This is an optimization exercise on Yosys and OpenROAD, whose aim is small area, a short achievable clock period and few clock cycles per item, not a production implementation.
Only simulation tests tie the RTL to the original design; equivalence was not proved.
Power figures rest on the tool's default switching activity, not on a simulated workload.

File: flow/design.v
`timescale 1ns/1ps
module cc8_rx (
    input  wire         clk,
    input  wire         rst,         
    input  wire         in_valid,
    input  wire [15:0]  in_edge,     
    input  wire         in_last,     
    output wire         in_ready,
    output reg          out_valid,   
    output wire [127:0] rxb,         
    output wire [7:0]   nbits,       
    output wire         dec_err,     
    output wire [7:0]   zrun_cnt,    
    output wire [4:0]   oct_cnt,     
    output wire [7:0]   crc          
);
    function [7:0] crc8_step;
        input [7:0] c_in;
        input [7:0] b;
        integer t;
        reg [7:0] c;
        begin
            c = c_in ^ b;
            for (t = 0; t < 8; t = t + 1)
                c = c[0] ? ((c >> 1) ^ 8'hD9) : (c >> 1);
            crc8_step = c;
        end
    endfunction
    reg         rdy;
    reg         v0, l0;
    reg [15:0]  e0;
    wire        acc = in_valid & rdy;
    assign in_ready = rdy;
    reg         v1, l1;
    reg [3:0]   r1;
    reg [15:0]  prev;
    wire [15:0] gap = e0 - prev;
    reg  [3:0]  r_c;
    always @* begin
        if (gap[15:7] != 9'd0) r_c = 4'd10;
        else if (gap[6:0] >= 7'd95) r_c = 4'd10;
        else if (gap[6:0] >= 7'd85) r_c = 4'd9;
        else if (gap[6:0] >= 7'd75) r_c = 4'd8;
        else if (gap[6:0] >= 7'd65) r_c = 4'd7;
        else if (gap[6:0] >= 7'd55) r_c = 4'd6;
        else if (gap[6:0] >= 7'd45) r_c = 4'd5;
        else if (gap[6:0] >= 7'd35) r_c = 4'd4;
        else if (gap[6:0] >= 7'd25) r_c = 4'd3;
        else if (gap[6:0] >= 7'd15) r_c = 4'd2;
        else if (gap[6:0] >= 7'd5)  r_c = 4'd1;
        else r_c = 4'd0;
    end
    reg [127:0] bits;
    reg [7:0]   nb;
    reg         sb;          
    reg         lv;          
    reg         err;
    reg [7:0]   zc;
    reg         ef;          
    reg         fresh;       
    reg [7:0]   asm;         
    reg [7:0]   crc_r;
    reg         p1, p2;
    reg [3:0]   xr;          
    assign rxb      = bits;
    assign nbits    = nb;
    assign dec_err  = err;
    assign zrun_cnt = zc;
    assign crc      = crc_r;
    assign oct_cnt  = (bits[3:0] == 4'd0) ? 5'd2 : ({1'b0, bits[3:0]} + 5'd1);
    wire xact    = (xr != 4'd0) & ~p2;
    wire act_gap = v1 & ~ef & ~xact;
    wire act_fst = v1 &  ef & ~xact;
    wire act_p1  = p1 & ~xact;
    wire s1_hold = v1 & xact;
    wire [7:0] nb_e  = fresh ? 8'd0 : nb;
    wire       sb_e  = ~fresh & sb;
    wire       lv_e  = fresh | lv;
    wire       err_e = ~fresh & err;
    wire [7:0] zc_e  = fresh ? 8'd0 : zc;
    wire       pv_e  = ~err_e & lv_e;     
    wire       pv_r  = ~err & lv;
    wire [4:0] ci = nb_e[7:3];
    wire [2:0] lo = nb_e[2:0];
    reg  [7:0] th;
    always @* begin
        case (lo)
            3'd0: th = 8'b11111111;
            3'd1: th = 8'b11111110;
            3'd2: th = 8'b11111100;
            3'd3: th = 8'b11111000;
            3'd4: th = 8'b11110000;
            3'd5: th = 8'b11100000;
            3'd6: th = 8'b11000000;
            default: th = 8'b10000000;
        endcase
    end
    wire       v     = (p2 | xact) ? pv_r : (act_p1 ? pv_e : lv_e);
    wire [7:0] asm_f = (th & {8{v}}) | (~th & asm);
    wire [3:0] r      = r1;
    wire [3:0] r_adj  = r - {3'd0, ~sb_e};
    wire [3:0] room   = 4'd8 - {1'b0, lo};
    wire       dec    = ~err_e & ~nb_e[7];
    wire       zero   = (r == 4'd0);
    wire       bad    = (r_adj > 4'd8);
    wire       app    = act_gap & dec & ~zero & ~bad;
    wire       fill   = (r_adj >= room);           
    wire       crs    = app & fill;
    wire [2:0] lo_n   = lo + r_adj[2:0];
    wire [4:0] ci_n   = ci + 5'd1;
    wire [7:0] nb_n   = fill ? {ci_n, 3'd0} : {ci, lo_n};
    wire [4:0] oct_b  = (bits[3:0] == 4'd0) ? 5'd2 : ({1'b0, bits[3:0]} + 5'd1);
    wire [3:0] len_p1 = (ci == 5'd0) ? asm_f[3:0] : bits[3:0];
    wire [4:0] oct_p1 = (len_p1 == 4'd0) ? 5'd2 : ({1'b0, len_p1} + 5'd1);
    wire [5:0] mx     = {1'b0, oct_p1} - 6'd2 - {1'b0, ci};
    wire [3:0] m_x    = mx[5] ? 4'd0 : mx[3:0];
    wire [4:0] cr     = nb[7:3];             
    wire [5:0] cr1    = {1'b0, cr} + 6'd1;
    wire       in_oct = (ci == 5'd0) | (ci < oct_b);
    wire       crc_en = (crs & in_oct) | (act_p1 & in_oct) |
                        (p2 & (cr1 < {1'b0, oct_b})) | xact;
    wire [7:0] crc_b  = (fresh & ~(p2 | xact)) ? 8'hFF : crc_r;
    wire [7:0] crc_n  = crc8_step(crc_b, asm_f);
    reg [15:0] dci, gtc;
    integer a;
    always @* begin
        dci = 16'd0;
        if (!ci[4]) dci[ci[3:0]] = 1'b1;
        for (a = 0; a < 16; a = a + 1)
            gtc[a] = (cr[4] == 1'b0) && (a > cr[3:0]);
    end
    wire [15:0] we = ({16{crs | act_p1}} & dci) | ({16{p2}} & gtc);
    wire xlow = act_p1 ? (m_x != 4'd0) :
                p2     ? (xr != 4'd0) :
                xact   ? (xr >= 4'd2) : 1'b0;
    integer q;
    always @(posedge clk) begin
        e0 <= in_edge;
        l0 <= in_last;
        if (!s1_hold) begin
            l1 <= l0;
            r1 <= r_c;
            if (v0) prev <= e0;
        end
        for (q = 0; q < 16; q = q + 1)
            if (we[q]) bits[8*q +: 8] <= asm_f;
        if (act_gap | act_p1 | p2 | xact)
            crc_r <= crc_en ? crc_n : crc_b;
        if (act_gap | act_p1)
            asm <= (crs | act_p1) ? {8{v}} : asm_f;
        if (act_gap) begin
            lv  <= ~lv_e;
            nb  <= app ? nb_n : nb_e;
            sb  <= app ? ~fill : sb_e;
            err <= err_e | (dec & ~zero & bad);
            zc  <= (dec & zero & (zc_e != 8'hFF)) ? zc_e + 8'd1 : zc_e;
        end else if (act_p1) begin
            lv  <= lv_e;
            nb  <= nb_e;
            err <= err_e;
            zc  <= zc_e;
        end
        if (rst) begin
            rdy   <= 1'b1;
            v0    <= 1'b0;
            v1    <= 1'b0;
            ef    <= 1'b1;
            fresh <= 1'b0;
            p1    <= 1'b0;
            p2    <= 1'b0;
            xr    <= 4'd0;
            out_valid <= 1'b0;
        end else begin
            rdy <= ~(acc & in_last) & ~xlow;
            v0  <= acc;
            if (!s1_hold)
                v1 <= v0;
            if (act_gap | act_fst)
                ef <= l1;
            if (act_fst)
                fresh <= 1'b1;
            else if (act_gap | act_p1)
                fresh <= 1'b0;
            p1 <= ((act_gap | act_fst) & l1) | (p1 & ~act_p1);
            p2 <= act_p1;
            if (act_p1)
                xr <= m_x;
            else if (xact)
                xr <= xr - 4'd1;
            out_valid <= (p2 & (xr == 4'd0)) | (xact & (xr == 4'd1));
        end
    end
endmodule
File: flow/run.sh
#!/bin/bash
# synth_recipe.tcl (not shown) runs the flow's synth.tcl, then flattens the netlist and writes it again
# the make line also repeats each setting of config.mk as NAME=value (left out here)
make -C /OpenROAD-flow-scripts/flow DESIGN_CONFIG=/design/flow/config.mk WORK_HOME=/design/flow/orfs CLKGATE_MAP_FILE= SYNTH_SCRIPT=/design/flow/synth_recipe.tcl finish
File: flow/config.mk
export PLATFORM = sky130hd
export DESIGN_NAME = cc8_rx
export DESIGN_NICKNAME = cc8_rx
export VERILOG_FILES = /design/flow/design.v
export SDC_FILE = /design/flow/constraint.sdc
export NUM_CORES = 4
export LEC_CHECK = 0
export CAP_MARGIN = 20
export CORE_MARGIN = 2
export CORE_UTILIZATION = 40
export SLEW_MARGIN = 20
File: flow/constraint.sdc
create_clock -name core_clock -period 20.0 [get_ports {clk}]
set_input_delay 4.0000 -clock core_clock [delete_from_list [all_inputs] [get_ports {clk}]]
set_output_delay 4.0000 -clock core_clock [all_outputs]
set_load 0.01 [all_outputs]
==> impl_metrics.csv <==
group,metric,value,unit
cts,cts_tree,"done",
die,initial_utilization,0.405,
setup_path,required,16.00,ns
cts,clock-sinks,212,
power_and_ir_drop,p_int,1.05,mW
route,wl,23400,um
synth,async_flop_share,0,
power_and_ir_drop,clkPwrFrac,0.310,
route,dr_total_vias,6964,
placement,place_ws,14.09,ns
power_and_ir_drop,netSwitchingPower,0.453,mW
synth,synth-edff-count,183,
hold_path,hp-class,"reg2reg",
synth,yosysUniqueCellTypes,72,
status,run_status,"no timing/DRC/antenna violations",
setup_path,path_cells,"inv_1, ha_1, nor3b_1, nor2_1, inv_1, clkdlybuf4s50_1",
layout,diodes,0,
die,dieArea,26700,sq um
route,firstDrtPassIters,4,
route,avgRoutedWirePerCell,17.2,um
power_and_ir_drop,power.density,114,nW/um^2
die,pin_count,180,
placement,portBuffers,179,
timing,tns,0,ns
timing,min_period_over_period,0.323,
route,route.detailed.drc,0,
route,ant_nets,0,
layout,instances_no_fill,1363,
setup_path,crit_top_cell,"inv_1",
timing,max_freq,155,MHz
setup_path,startpoint_type,"register",
setup_path,crit_type,"reg2out",
timing,setup_viol,0,
synth,yosysSeqAreaShare,0.599,
layout,synthToLayoutAreaGrowth,30.2,%
die,die_x,163,um
die,rows,58,
cts,clk_pin_slew,0.06,ns
setup_path,end_kind,"primary output",
placement,place_congestion,0.863,
setup_path,cp_top_family,"buffers and inverters",
global_route,grt_pass1_vias,6504,
die,die_h,163,um
setup_path,critPathMaxStageDelay,0.54,ns
layout,final_nets,1095,
synth,synth_largest_area_cell,"edfxtp_1",
synth,synth_area,10100,sq um
cts,cts_inserted_buffers,24,
cts,postCtsSetupRepairBufs,0,
power_and_ir_drop,swShare,0.300,
timing,tightest_slew,1.03,ns
placement,place_hpwl,16900,um
synth,avgSynthCellArea,12.3,sq um
placement,dp.cells,1319,
power_and_ir_drop,power_frac_seq,0.377,
cts,cts_resized,0,
synth,synth_flop_cell,"edfxtp_1",
route,detail_route.vias_per_cell,5.11,
power_and_ir_drop,cellLeakagePower,4.91,nW
synth,synth-seq-cells,212,
cts,ctsRootBufferMaster,"clkbuf_16",
timing,slew_viol_final,0,
die,coreArea,25000,sq um
setup_path,arrival,2.45,ns
global_route,antenna_found_initial,0,
cts,clk_latency,0.52,ns
power_and_ir_drop,pwr-share-comb,0.313,
synth,synth_cells,822,
setup_path,worst-path-buf-inv,3,
timing,fin_ws,13.55,ns
run,cap_violations,0,
setup_path,critPathMaxFanout,8,
placement,placed_cell_area,12300,sq um
cts,clock_path_buffers,3,
synth,syn_nets,902,
power_and_ir_drop,peakVddDrop,0.0966,mV
timing,rsz0062_at_grt,"no",
synth,yosysWarnings,1,
setup_path,crit_path_top_delay_cell,"clkdlybuf4s50_1",
cts,htreeDepth,1,
timing,hold_viol,0,
layout,drive_gt1_frac,0.0726,
synth,ys_top_cells_by_area,"edfxtp_1 (54%), ha_1 (7.2%), dfxtp_1 (5.7%)",
timing,slew_headroom,0.310,
route,drt_iter0_markers,511,
cts,hold_buffers,0,
global_route,grt_start_max_net_pins,26,
global_route,gr-usage-all-layers,0.173,
synth,synth_top_cell_area_share,0.542,
synth,yosys-top-cells-count,"edfxtp_1 (183), nand2_1 (68), nor2_1 (63)",
setup_path,ff2ff_setup_slack,14.23,ns
layout,final_cell_area,13200,sq um
synth,yosysMostFrequentCell,"edfxtp_1",
timing,fin_crit,6.45,ns
global_route,grt_remaining_overflow,0,
timing,fin_worst_skew,0.0217,ns
global_route,grt_pass1_wl,36400,um
layout,fin_util,0.528,
[path summary, 6_finish.rpt]
check | start | end | cells past startpoint
setup reg to reg | xr[0] | rdy | 22
hold / removal | l0 | l1 | 0
setup / recovery | bits[0] | oct_cnt[1] | 6
hold reg to reg | l0 | l1 | 0
[power by group through the flow]
stage	combinational, mW	clock [mW]	sequential (mW)
after global routing	0.525	0.495	0.572
after detailed placement	0.476	0	0.577
after floorplan	0.365	0	0.572
after CTS	0.479	0.477	0.568
after global placement	0.473	0	0.577
final	0.472	0.468	0.568
[per-stage QoR]
step | power (mW) | hold slack [ns]
4_1_cts | 1.52 | 0.407
3_3_place_gp | 1.05 | 0.393
2_1_floorplan | 0.937 | 0.386
6_report | 1.51 | 0.405
5_1_grt | 1.59 | 0.420
3_5_place_dp | 1.05 | 0.395
[routing by layer]
layer | GRT usage | vias up | part of all wire
li1 | - | 3412 | -
met1 | 0.228 | 3307 | 0.44
met2 | 0.296 | 212 | 0.48
met3 | 0.0297 | 33 | 0.062
met4 | 0.0434 | 0 | 0.023
met5 | 0 | - | 0
[cell usage in the layout (no fill, tap or decap), drive strengths merged, types with 6 or more instances in the layout]
cell           netlist  final
a211oi               9      9
a21o                11     11
a21oi               36     36
a31oi                9      9
a32o                 7      7
and2                 6      6
buf                  7     10
clkbuf              15     30
clkdlybuf4s50        0    179
clkinv               0      8
dfxtp               29     29
edfxtp             183    183
ha                  58     58
inv                 59     60
mux2i                8      8
nand2               68     68
nand2b               6      6
nand3               15     15
nor2                63     63
nor2b               21     21
nor3                16     16
nor3b                6      6
nor4                 6      6
o21ai               43     43
xnor2               42     42
xor2                14     14
[flip-flops by register name, indices dropped and copies added, names as in the netlist, 4 cells and up]
register and flops:
asm 7, bits 128, e0 16, nb 8
zc 8, xr 4, prev 16, r1 4
crc_r 8
[layout make-up]
cell class | instances | area, sq um
Fill cell | 2182 | 11800
Clock inverter | 14 | 213
Multi-Input combinational cell | 529 | 3770
Inverter | 59 | 221
Timing Repair Buffer | 189 | 1870
Clock buffer | 30 | 643
Tap cell | 330 | 413
Sequential cell | 212 | 6080
[logic make-up (layout without fill, tap and decap cells)]
| logic type | after synthesis | in the layout | share of synthesized area |
|---|---|---|---|
| buffers and inverters | 81 | 292 | 0.0321 |
| AOI/OAI and AO/OA | 169 | 169 | 0.116 |
| xor gates and xnor gates | 58 | 58 | 0.0551 |
| and+or+nand+nor | 230 | 230 | 0.110 |
| muxes | 12 | 12 | 0.0123 |
| DFF | 212 | 212 | 0.599 |
| adders and majority gates | 60 | 60 | 0.0755 |
Testbench counts, summed over its fixed seeds: cycles 7,968, frames 192.

-- afterwards: timing with drivers on the ports --
In the flow no input, the clock included, has a driving cell. The finished layout below was timed again as built, in two steps. Step 1: set_driving_cell puts a clkbuf_16 on clk and a buf_2 on each other input, an assumption about the parent block. Step 2 adds t to the input delays and takes it off the output delays; t is the mean of the earliest and latest rising clock arrival at the registers after step 1. Input paths then give back, and output paths get back, about the clock's delay inside the block. Three values: ideal, step 1, step 2; two values: the first two.
shift t [ns]: 0.553
setup WS [ns]: 13.550 / 13.507 / 14.060
latest minus earliest clock arrival (ns): 0.022 / 0.022
worst register clock-pin slew, ns: 0.07 / 0.07
After both steps setup and hold are still met in this run. For this run, drivers alone change the setup slack by -0.043 ns; drivers and shift together by +0.510 ns.
